Context: an optimization exercise on an open-source flow, tuned for small area and a short achievable clock period. The choices shown serve that exercise and are no tape-out recipe. In this exercise RTL edits were held to simulation tests only and were not proved equivalent to the original. Power is estimated from default activity; no workload was simulated.

v6:
==> flow/design.v (excerpt) <==
module fsk_rx (
    input  wire        clk,
    input  wire        rst,           
    input  wire        in_valid,
    input  wire [15:0] in_i,
    input  wire [15:0] in_q,
    output reg         db_valid,
    output wire [7:0]  db_level,
    output wire [31:0] db_maxsq,
    output reg         hit_valid,
    output reg         byte_valid,
    output wire [7:0]  byte_data,
    output reg         byte_first,
    output reg         byte_last
);
==> flow/config.mk <==
export PLATFORM = sky130hd
export DESIGN_NAME = fsk_rx
export DESIGN_NICKNAME = fsk_rx
export VERILOG_FILES = /design/flow/design.v
export SDC_FILE = /design/flow/constraint.sdc
export NUM_CORES = 4
export LEC_CHECK = 0
export CAP_MARGIN = 20
export CORE_MARGIN = 2
export CORE_UTILIZATION = 40
export SLEW_MARGIN = 20
==> flow/constraint.sdc <==
create_clock -name core_clock -period 12.0 [get_ports {clk}]
set_input_delay 2.4000 -clock core_clock [delete_from_list [all_inputs] [get_ports {clk}]]
set_output_delay 2.4000 -clock core_clock [all_outputs]
set_load 0.01 [all_outputs]
run.sh (not shown) runs the stock make flow with config.mk's settings and CLKGATE_MAP_FILE= SYNTH_SCRIPT=/design/flow/synth_recipe.tcl, a recipe that flattens the netlist after the stock synthesis.
v6 completed every stage of the flow, and the final layout passed the timing, design-rule and antenna checks.
Modified inputs, v7 compared to v6
==> flow/flow/run.sh (new file) <==
#!/bin/bash
set -euo pipefail
bash standard.sh SETUP_SLACK_MARGIN=8 finish > standard.log 2>&1
==> flow/standard.sh (new file) <==
#!/bin/bash
# synth_recipe.tcl (not shown) runs the flow's synth.tcl, then flattens the netlist and writes it again
# the make line also repeats each setting of config.mk as NAME=value (left out here)
make -C /OpenROAD-flow-scripts/flow DESIGN_CONFIG=/design/flow/config.mk WORK_HOME=/design/flow/orfs CLKGATE_MAP_FILE= SYNTH_SCRIPT=/design/flow/synth_recipe.tcl "${@:-finish}"
removed: flow/run.sh
## What came out
Post-CTS setup-driven buffer insertion count in v7 is 130 higher than in v6. Relative to v6, the non-clock buffer count of v7 is higher by about 180%. Overall fraction of global-route tracks in use is higher on v7.

Another version of the RTL of fsk_rx (not shown whole).
For scale: roughly 3200 cells after synthesis, ~410 flip-flops, roughly 88 I/O pins.
// fsk_rx
module fsk_rx (
    input  wire        clk,
    input  wire        rst,           
    input  wire        in_valid,
    input  wire [15:0] in_i,
    input  wire [15:0] in_q,
    output reg         db_valid,
    output wire [7:0]  db_level,
    output wire [31:0] db_maxsq,
    output reg         hit_valid,
    output reg         byte_valid,
    output wire [7:0]  byte_data,
    output reg         byte_first,
    output reg         byte_last
);
Settings: LEC_CHECK=0, CAP_MARGIN=20, CORE_MARGIN=2, CORE_UTILIZATION=40, SLEW_MARGIN=20; clock period 12.0 ns.
standard.sh (not shown) runs the stock make flow with config.mk's settings and CLKGATE_MAP_FILE= SYNTH_SCRIPT=/design/flow/synth_recipe.tcl, a recipe that flattens the netlist after the stock synthesis.
==> flow/flow/run.sh <==
#!/bin/bash
# The standard layout, with the port buffers made from buf_2 cells.
set -euo pipefail
bash standard.sh "BUFFER_PORTS_ARGS=-buffer_cell sky130_fd_sc_hd__buf_2" finish > standard.log 2>&1
The first run completed without violations.
Edit:
==> flow/flow/run.sh (replaced) <==
#!/bin/bash
set -euo pipefail
bash standard.sh "BUFFER_PORTS_ARGS=-buffer_cell sky130_fd_sc_hd__buf_2" SETUP_SLACK_MARGIN=8.3 finish > standard.log 2>&1
Effect:
- The new run finished with timing, DRC and antenna clean
- routed wire length is higher by 0.95%
- die area does not change
- via count is higher by 0.70%
- clock skew is higher by 7.6 ps
- worst setup slack gains 340 ps
- cell area is higher by 1.0%
- synthesized cell count is unchanged
Edit:
==> flow/flow/run.sh (replaced) <==
#!/bin/bash
# The standard layout, with the port buffers made from buf_2 cells.
set -euo pipefail
bash standard.sh "BUFFER_PORTS_ARGS=-buffer_cell sky130_fd_sc_hd__buf_2" finish > standard.log 2>&1
CTS_BUF_LIST = sky130_fd_sc_hd__clkbuf_4 sky130_fd_sc_hd__clkbuf_8   (was not set)
Die area stays the same.
Final area fell by 0.53%.
Routed wire length drops by about 0.5%.
Worst hold slack barely changes.
Synthesized area is unchanged.
Setup slack gets worse by 360 ps.
Sequential power is about the same.
Utilization is lower by 0.24 points.
Clock-buffer cell count went up by 53.
Fmax goes down by 8.8%.
Total power came out lower by 0.72%.

Setup of run A:
Another version of the RTL of fsk_rx (not shown whole).
Size in the first run: roughly 3200 cells after synthesis, ~30000 um^2 of cells after synthesis.
Settings: LEC_CHECK=0, CAP_MARGIN=20, CORE_MARGIN=2, CORE_UTILIZATION=40, CTS_CLUSTER_DIAMETER=100, CTS_CLUSTER_SIZE=25, SLEW_MARGIN=20; clock period 12.0 ns.
==> flow/flow/run.sh <==
#!/bin/bash
set -euo pipefail
bash standard.sh "BUFFER_PORTS_ARGS=-buffer_cell sky130_fd_sc_hd__buf_2" SETUP_SLACK_MARGIN=8.5 finish > standard.log 2>&1
Run A completed end to end with timing, DRC and antenna clean.
Inputs modified between run A and run B:
==> flow/flow/run.sh <==
#!/bin/bash
set -euo pipefail
bash standard.sh "BUFFER_PORTS_ARGS=-buffer_cell sky130_fd_sc_hd__buf_2" SETUP_SLACK_MARGIN=8.1 finish > standard.log 2>&1
[summary]
Across run A and run B, none had a timing, DRC or antenna violation.
The run showing the greater switching component of the power is run A.
Going from run A to run B, detail-routed net length per standard cell grows by 0.15 um.
Total stage count of the critical path is higher on run A
Going from run A to run B, fraction of standard cell area that is sequential grows by 0.48 points.
Between run A and run B, the overall fraction of global-route tracks in use is higher for run A.
In the flow results for run A and run B, the final critical path time including I/O delays and setup is larger on run B.
The clock skew on run B is in line with that on run A.
Run B against run A: via-per-instance ratio went up by about 0.7%; worst path setup slack after routing decreased by 0.070 ns relative to the old numbers.
First-pass GRT wire length ends up higher on run A.
Looking at clock network fraction of total power, run B sits above run A.
Here is what was changed in the inputs of run C compared with run B.
==> flow/flow/run.sh <==
#!/bin/bash
set -euo pipefail
bash standard.sh "BUFFER_PORTS_ARGS=-buffer_cell sky130_fd_sc_hd__buf_2" SETUP_SLACK_MARGIN=8.3 finish > standard.log 2>&1
Notes after the runs:
Run C vs. run B: count of filler cells inserted in the layout essentially unchanged; latest clock arrival within the worst-skew pair essentially unchanged; period utilization decreased 0.80 points; final area increased 0.74%.
Re final setup violation count: no difference whatsoever between run C and run B.
Total power: run C above run B
Between run B and run C, the post-route worst setup slack is lower for run B.
Higher net count of the finished layout goes to run C over run B.
Inputs modified between run C and run D:
- CORE_UTILIZATION now 55, was 40
Notes after the runs:
Relative to run C, detailed placer's ending HPWL has increased by 3000 um in run D. Taking run D over run C, the die area ratio works out to 0.73. On minimum hold slack: between run C and run D, it ends up higher for run D. Per the comparison of run D with run C, slew of the pin with the lowest slew margin -0.093 ns; met3 usage in global routing went up. Compared with run C, run D supports a lower clock frequency.
> inputs changed (run D -> run E)
- CTS_CLUSTER_DIAMETER changed from 100 to 60
- CORE_UTILIZATION changed from 55 to 40
### Flow results
Run D has a lower power after layout than run E.
Measured against each other, run E and run D differ in power density over the cells, the lower figure coming from run D.
Summary: area of all placed cells without fillers, run E worse than run D
Reported for run E and run D, parity-gate share of the synthesized area counting xor and xnor cells turned out identical to the last digit.
Capture point of the worst path: curmax[17]$_DFFE_PP_ -> run D, db_maxsq[23] -> run E
Looking at clock transition at the registers of the reported paths, run E sits 0.03 ns lower than run D does.
On final worst slack, run E does better than run D.
Compared with run D, run E shows critical-path maximum fanout lower by 2.
On final-layout non-clock buffer area share, run E and run D are basically level.
Summary: with run D as the reference, die area in run E moved up by more than a quarter.
Compared with run D, run E shows a lower met2 routing resource usage after global routing.
Between run D and run E, filler cell count increased.

[port drivers added, routing unchanged]
The results above use ideal ports. As a check the final layouts listed here were re-extracted and re-timed, cells and wires unchanged. Step 1 (the two cells are an assumption about what drives the block):
set clk [get_ports {clk}]
set_driving_cell -lib_cell sky130_fd_sc_hd__clkbuf_16 $clk
set_driving_cell -lib_cell sky130_fd_sc_hd__buf_2 [delete_from_list [all_inputs] $clk]
Step 2 times the ports against the registers' clock, not the clock port: input delays grow and output delays shrink by t, the midpoint of the rising clock arrivals with the driver on. a / b / c = ideal / step 1 / step 2; a / b = the first two.
run | shift t [ns] | slack for setup (ns) | worst setup path after step 2 | worst data-port slew with drivers (ns) | pins driven straight from the clock port
v6 | 0.621 | 6.187 / 6.187 / 6.187 | register to register | 0.04 | 1
v7 | 0.637 | 7.249 / 7.249 / 7.249 | register to register | 0.04 | 1
the first run of note 2 | 0.648 | 7.920 / 7.920 / 7.920 | register to register | 0.05 | 1
the second run of note 2 | 0.643 | 8.260 / 8.243 / 8.260 | register to register | 0.04 | 1
the third run of note 2 | 0.689 | 7.897 / 7.897 / 7.897 | register to register | 0.05 | 1
run A | 0.633 | 8.305 / 8.288 / 8.305 | register to register | 0.03 | 1
run B | 0.633 | 8.235 / 8.235 / 8.235 | register to register | 0.03 | 1
run C | 0.633 | 8.330 / 8.280 / 8.330 | register to register | 0.03 | 1
run D | 0.621 | 8.307 / 8.266 / 8.307 | register to register | 0.04 | 1
run E | 0.638 | 8.326 / 8.269 / 8.348 | register to register | 0.03 | 1
After both steps every run listed still meets setup and hold.
